Background: an optimization exercise with open tools, aiming at small area, a short achievable clock period and few clock cycles. Do not read the settings as production practice.
The RTL was checked by simulation tests, not by an equivalence proof against the original design.

==> fjord: inputs <==
// kfd_tcs
module kfd_tcs (
    input  wire        clk,
    input  wire        rst,           
    input  wire        in_valid,
    output wire        in_ready,
    input  wire [15:0] in_lo,
    input  wire [15:0] in_hi,
    input  wire        in_last,
    input  wire [7:0]  cfg_steps,     
    input  wire        cfg_graph,     
    output reg         done,
    output reg  [63:0] bits,
    output reg  [6:0]  p_count,
    output reg  [6:0]  trim_head,
    output reg  [6:0]  trim_tail,
    output reg  [6:0]  lo_num,
    output reg  [6:0]  hi_num,
    output reg  [2:0]  passes,
    output reg         reverted,
    output reg  [21:0] avlo_sum,
    output reg  [6:0]  avlo_cnt,
    output reg  [21:0] avhi_sum,
    output reg  [6:0]  avhi_cnt
);
    localparam S_IDLE = 5'd0,  S_LOAD = 5'd1,  S_PREP = 5'd2,  S_P1   = 5'd3,
               S_PC   = 5'd4,  S_PCF  = 5'd5,  S_TWAIT = 5'd6, S_TRIM = 5'd7,
               S_TRD  = 5'd8,  S_PASS = 5'd9,  S_DRAIN = 5'd10, S_EOP = 5'd11,
               S_THR  = 5'd12, S_THRW = 5'd13, S_SLICE = 5'd14, S_SM1 = 5'd15,
               S_SM2  = 5'd16, S_SM3  = 5'd17, S_EOP2 = 5'd18, S_THRW2 = 5'd19;
    localparam K_NONE = 3'd0, K_P1 = 3'd1, K_PASS = 3'd2, K_SLICE = 3'd3,
               K_PC   = 3'd4, K_TRIM = 3'd5, K_THR = 3'd6;
    reg [4:0]  state;
    reg        rdy;
    assign in_ready = rdy;
    wire       acc_in = in_valid & rdy;
    reg        v_q, last_q;
    reg [15:0] lo_q, hi_q;
    reg        graph, s_ge3, s_ge5, s_ge9;
    reg [5:0]  gc;               
    reg [31:0] ring [0:63];      
    reg [2:0]  lsel;             
    reg [31:0] fb;               
    reg [31:0] tapb;             
    always @(*) begin
        case (lsel)
  ...
clock: 15.0 ns
lec_check: 0
cap_margin: 20
core_margin: 2
core_utilization: 30
cts_buf_list: sky130_fd_sc_hd__clkbuf_8
cts_cluster_size: 20
slew_margin: 20
run.sh (not shown) runs the stock make flow with config.mk's settings and CLKGATE_MAP_FILE= SYNTH_SCRIPT=/design/flow/synth_recipe.tcl, a recipe that flattens the netlist after the stock synthesis.
==> inputs of umber, as changes to fjord <==
--- a/flow/design.v
+++ b/flow/design.v
@@ -73,37 +73,31 @@
     reg [6:0]  n;                
     reg [21:0] sl0, sh0;
     reg [6:0]  last;             
     reg [2:0]  k;                
     reg [25:0] ta, tb;           
     reg [27:0] ta3, tb3;         
     reg [21:0] ls_s, ls_c, hs_s, hs_c;   
-    wire [21:0] ls, hs;
-    kfd_bk_add #(22) u_ls (.a(ls_s), .b(ls_c), .ci(1'b0), .s(ls));
-    kfd_bk_add #(22) u_hs (.a(hs_s), .b(hs_c), .ci(1'b0), .s(hs));
+    wire [21:0] ls = ls_s + ls_c;
+    wire [21:0] hs = hs_s + hs_c;
     reg [6:0]  ln, hn;
     reg [5:0]  fc;               
     reg        thr_slice;        
     reg [9:0]  dr_lo, dr_hi;     
     reg [12:0] dq_lo, dq_hi;     
     reg        dnz_lo, dnz_hi;
     reg [3:0]  dcnt;
     wire       dready = (dcnt == 4'd0);
     wire [9:0] m10 = {n, 3'd0} + {2'd0, n, 1'b0};
     wire [10:0] dd_lo = {dr_lo, dq_lo[12]};
     wire [10:0] dd_hi = {dr_hi, dq_hi[12]};
     wire [11:0] dt_lo = {1'b0, dd_lo} - {2'd0, m10};
     wire [11:0] dt_hi = {1'b0, dd_hi} - {2'd0, m10};
-    wire qa_l, qa_h, qb_l, qb_h;
-    kfd_ge #(16) u_qal (.a({3'd0, dq_lo}), .b(fb[15:0]),    .ge(qa_l));
-    kfd_ge #(16) u_qah (.a({3'd0, dq_hi}), .b(fb[31:16]),   .ge(qa_h));
-    kfd_ge #(16) u_qbl (.a({3'd0, dq_lo}), .b(tapb[15:0]),  .ge(qb_l));
-    kfd_ge #(16) u_qbh (.a({3'd0, dq_hi}), .b(tapb[31:16]), .ge(qb_h));
-    wire qa = dnz_lo && dnz_hi && qa_l && qa_h;
-    wire qb = dnz_lo && dnz_hi && qb_l && qb_h;
+    wire qa = dnz_lo && dnz_hi && (fb[15:0]   <= {3'd0, dq_lo}) && (fb[31:16]   <= {3'd0, dq_hi});
+    wire qb = dnz_lo && dnz_hi && (tapb[15:0] <= {3'd0, dq_lo}) && (tapb[31:16] <= {3'd0, dq_hi});
     reg [2:0]  fk_a, fk_b;
     reg [15:0] xlo_a, xhi_a, xlo_b, xhi_b;
     reg [5:0]  fi_a, fi_b;       
     reg        fv_a, fv_b;
     wire [6:0] rel_a = {1'b0, ia} - trim_head;
     wire [6:0] rel_b = {1'b0, ib} - trim_head;
     wire       inr_a = ({1'b0, ia} >= trim_head) && ({1'b0, ia} <= last);
@@ -189,17 +183,16 @@
             k_a <= K_NONE;
             k_b <= K_NONE;
         end else begin
             k_a <= k0_a;
             k_b <= k0_b;
         end
     end
-    wire [43:0] v_a, v_b;
-    kfd_bk_add #(44) u_s1a (.a(r0s_a), .b(r0c_a), .ci(1'b0), .s(v_a));
-    kfd_bk_add #(44) u_s1b (.a(r0s_b), .b(r0c_b), .ci(1'b0), .s(v_b));
+    wire [43:0] v_a = r0s_a + r0c_a;
+    wire [43:0] v_b = r0s_b + r0c_b;
     wire        low_a = v_a[43];    
     wire        low_b = v_b[43];
     wire        wb_a = (k_a == K_PASS) || (k_a == K_SLICE);
     wire        wb_b = (k_b == K_PASS) || (k_b == K_SLICE);
     reg        c1_a, c1_b;          
     reg [15:0] x1_a, x1_b;          
     reg [2:0]  k1_a, k1_b;
@@ -238,20 +231,16 @@
     reg [21:0] pend_ls, pend_hs;
     reg [6:0]  pend_ln, pend_hn;
     reg        lb_any, lb_unk;   
     reg        pc_done, pc_fail;
     reg        tr_any;           
     reg [6:0]  tr_min, tr_max;
     wire       nq_b = !(kn1_b && q1_b);                 
-    wire [21:0] t_ls, t_hs;
-    kfd_bk_add #(22) u_tls (.a(pend_ls), .b(cls_b), .ci(1'b0), .s(t_ls));
-    kfd_bk_add #(22) u_ths (.a(pend_hs), .b(chs_b), .ci(1'b0), .s(t_hs));
-    wire [21:0] ls_mp, hs_mp;        
-    kfd_bk_add #(22) u_lmp (.a(ls), .b(~pend_ls), .ci(1'b1), .s(ls_mp));
-    kfd_bk_add #(22) u_hmp (.a(hs), .b(~pend_hs), .ci(1'b1), .s(hs_mp));
+    wire [21:0] t_ls = pend_ls + cls_b;
+    wire [21:0] t_hs = pend_hs + chs_b;
     wire [6:0]  t_ln = pend_ln + {6'd0, c1_b};
     wire [6:0]  t_hn = pend_hn + {6'd0, ~c1_b};
     wire op_a_acc = acc1_a;
     wire op_b_acc = acc1_b;
     wire op_b_p1  = p11_b;
     wire pc_act   = pc1_b && !pc_done;
     wire fast_ok  = lb_any && !lb_unk;
@@ -936,20 +925,16 @@
     wire [11:0] p2   = {4'd0, p_count, 1'b0};
     wire        small_cls = (ln25 < p2) || (hn25 < p2);
     reg        twr;
     reg        thr_go;           
     reg        f_empty, f_same, f_small;
     reg [25:0] ta_nv, tb_nv;
     wire [6:0] n_next   = n + 7'd1;
-    wire [21:0] sl0_fin, sh0_fin;
-    kfd_bk_add #(22) u_sl0 (.a(sl0), .b({6'd0, lo_q}), .ci(1'b0), .s(sl0_fin));
-    kfd_bk_add #(22) u_sh0 (.a(sh0), .b({6'd0, hi_q}), .ci(1'b0), .s(sh0_fin));
-    wire [27:0] ta3_n, tb3_n;
-    kfd_bk_add #(28) u_ta3 (.a({2'd0, ta}), .b({1'b0, ta, 1'b0}), .ci(1'b0), .s(ta3_n));
-    kfd_bk_add #(28) u_tb3 (.a({2'd0, tb}), .b({1'b0, tb, 1'b0}), .ci(1'b0), .s(tb3_n));
+    wire [21:0] sl0_fin = sl0 + {6'd0, lo_q};
+    wire [21:0] sh0_fin = sh0 + {6'd0, hi_q};
     wire       load_end = (state == S_LOAD) && v_q && last_q;
     wire       eop_rev  = f_empty || ((f_same || k == 3'd5) && f_small);
     always @(*) begin
         twr   = 1'b1;
         ta_nv = v_a[25:0];
         tb_nv = -v_b[25:0];
         if (load_end) begin
@@ -1009,16 +994,16 @@
             dq_lo <= {dq_lo[11:0], ~dt_lo[11]};
             dq_hi <= {dq_hi[11:0], ~dt_hi[11]};
         end
         if (twr) begin
             ta  <= ta_nv;
             tb  <= tb_nv;
         end
-        ta3 <= ta3_n;
-        tb3 <= tb3_n;
+        ta3 <= {2'd0, ta} + {1'b0, ta, 1'b0};
+        tb3 <= {2'd0, tb} + {1'b0, tb, 1'b0};
         ib  <= (ib == lfull[5:0] - 6'd1) ? 6'd0 : ib + 6'd1;
         for (j = 0; j < 64; j = j + 1) begin
             if (wb_a && i_a == j[5:0])      bits[j] <= ~low_a;
             else if (wb_b && i_b == j[5:0]) bits[j] <= ~low_b;
         end
         ls_s <= l2s; ls_c <= l2c;
         hs_s <= h2s; hs_c <= h2c;
@@ -1111,15 +1096,15 @@
             end
             S_PC: begin
                 if (pc_done) begin
                     state <= pc_fail ? S_TWAIT : S_PCF;
                 end
             end
             S_PCF: begin
-                ls_s <= ls_mp; ls_c <= 22'd0; hs_s <= hs_mp; hs_c <= 22'd0;
+                ls_s <= ls - pend_ls; ls_c <= 22'd0; hs_s <= hs - pend_hs; hs_c <= 22'd0;
                 ln <= ln - pend_ln; hn <= hn - pend_hn;
                 p_count   <= last - trim_head + 7'd1;
                 trim_tail <= n - 7'd1 - last;
                 state     <= S_EOP;
             end
             S_TWAIT: begin
                 tr_any <= 1'b0;
@@ -3913,53 +3898,7 @@
     assign rs[41] = c1290;
     assign rc[41] = s1291;
     assign rs[42] = c1292;
     assign rc[42] = c1208;
     assign rs[43] = 1'b1;
     assign rc[43] = 1'b0;
 endmodule
-module kfd_bk_add #(parameter W = 22) (
-    input  wire [W-1:0] a, b,
-    input  wire         ci,
-    output wire [W-1:0] s
-);
-    localparam LG = (W <= 2) ? 1 : (W <= 4) ? 2 : (W <= 8) ? 3 : (W <= 16) ? 4 : (W <= 32) ? 5 : (W <= 64) ? 6 : 7;
-    wire [W-1:0] g [0:2*LG];
-    wire [W-1:0] p [0:2*LG];
-    assign g[0] = a & b;
-    assign p[0] = a ^ b;
-    genvar l, i;
-    generate
-        for (l = 0; l < LG; l = l + 1) begin : g_up
-            for (i = 0; i < W; i = i + 1) begin : g_b
-                if ((i % (2 << l)) == ((2 << l) - 1)) begin : g_c
-                    assign g[l+1][i] = g[l][i] | (p[l][i] & g[l][i - (1 << l)]);
-                    assign p[l+1][i] = p[l][i] & p[l][i - (1 << l)];
-                end else begin : g_p
-                    assign g[l+1][i] = g[l][i];
-                    assign p[l+1][i] = p[l][i];
-                end
-            end
-        end
-        for (l = LG - 2; l >= 0; l = l - 1) begin : g_dn
-            for (i = 0; i < W; i = i + 1) begin : g_b
-                if ((i % (2 << l)) == ((1 << l) - 1) && i >= (2 << l)) begin : g_c
-                    assign g[2*LG-1-l][i] = g[2*LG-2-l][i] | (p[2*LG-2-l][i] & g[2*LG-2-l][i - (1 << l)]);
-                    assign p[2*LG-1-l][i] = p[2*LG-2-l][i] & p[2*LG-2-l][i - (1 << l)];
-                end else begin : g_p
-                    assign g[2*LG-1-l][i] = g[2*LG-2-l][i];
-                    assign p[2*LG-1-l][i] = p[2*LG-2-l][i];
-                end
-            end
-        end
-    endgenerate
-    wire [W-1:0] c = g[2*LG-1] | (p[2*LG-1] & {W{ci}});
-    assign s = p[0] ^ {c[W-2:0], ci};
-endmodule
-module kfd_ge #(parameter W = 16) (
-    input  wire [W-1:0] a, b,
-    output wire         ge
-);
-    wire [W:0] d;
-    kfd_bk_add #(W + 1) u_sub (.a({1'b0, a}), .b({1'b1, ~b}), .ci(1'b1), .s(d));
-    assign ge = ~d[W];
-endmodule
CTS_BUF_LIST = default   (was sky130_fd_sc_hd__clkbuf_8)
CTS_CLUSTER_SIZE = default   (was 20)
==> metrics.md <==
| Metric | Value |
|---|---|
| Post-layout util | `0.3413` |
| Area contributors post-synth | `dfxtp_1 38%, fa_1 11%, mux2_2 5.8%, ha_1 5.3%, edfxtp_1 4.6%` |
| CTS buffer count | `308` |
| Post-synthesis mux area share | `0.07326` |
| Syn avg cell area | `10.38 sq um` |
| CP endpoint | `bits[9]` |
| Status | `timing/DRC/antenna clean` |
| Met3 usage | `0.05431` |
| Reg2Reg Depth | `11` |
| Net Sw Frac | `0.4379` |
| Min-delay src | `ring[14][11]` |
| Crit Path Max Fanout | `23` |
| Hpwl dp | `368700 um` |
| Synthesized-area fraction occupied by adder cells | `0.1665` |
| Ratio of cells with drive above 1 in the final layout | `0.1209` |
| Core Footprint | `493300 sq um` |
| Worst slew margin relative to its limit | `0.08664` |
-- figures above: umber

==> metrics.md <==
| Metric | Value |
|---|---|
| Status | `timing/DRC/antenna clean` |
| Net Sw Frac | `0.4474` |
| Reg2Reg Depth | `22` |
| Hpwl dp | `361500 um` |
| Synthesized-area fraction occupied by adder cells | `0.1780` |
| Post-synthesis mux area share | `0.07426` |
| Crit path kind | `register to primary output` |
| Placement Cell Area | `158400 sq um` |
| CTS buffer count | `461` |
| Area contributors post-synth | `dfxtp_1 38%, fa_1 12%, mux2_2 6.3%, ha_1 5.4%, edfxtp_1 4.6%` |
| Core Footprint | `494200 sq um` |
| Post-layout util | `0.3408` |
| Ratio of cells with drive above 1 in the final layout | `0.1423` |
| Syn avg cell area | `10.55 sq um` |
-- figures above: fjord

Testbench counts of fjord, summed over its fixed seeds: cycles 51,494.
Testbench counts of umber, summed over its fixed seeds: cycles 51,494.

static timing again, ports no longer ideal:
The flow's constraints put no driver on any port. The routed layouts listed below were extracted and timed again, unchanged, in two steps.
Step 1 assumes that a clkbuf_16 drives the clock port and a buf_2 every other input.
Step 2, shift: input delay + t, output delay - t, t = (earliest + latest rising clock arrival at the registers) / 2. This alone moves slack from input paths to output paths.
Three values: no drivers, after step 1, after step 2; two values: the first two.
run	shift t [ns]	slack for setup (ns)	clock arrival spread, ns	worst slew at a driven data input, ns	cell pins on the clock port's net
fjord	1.206	9.150 / 9.030 / 9.179	0.117 / 0.117	0.14	1
umber	1.046	9.261 / 9.135 / 9.559	0.061 / 0.060	0.10	1
After both steps every run listed still meets setup and hold.
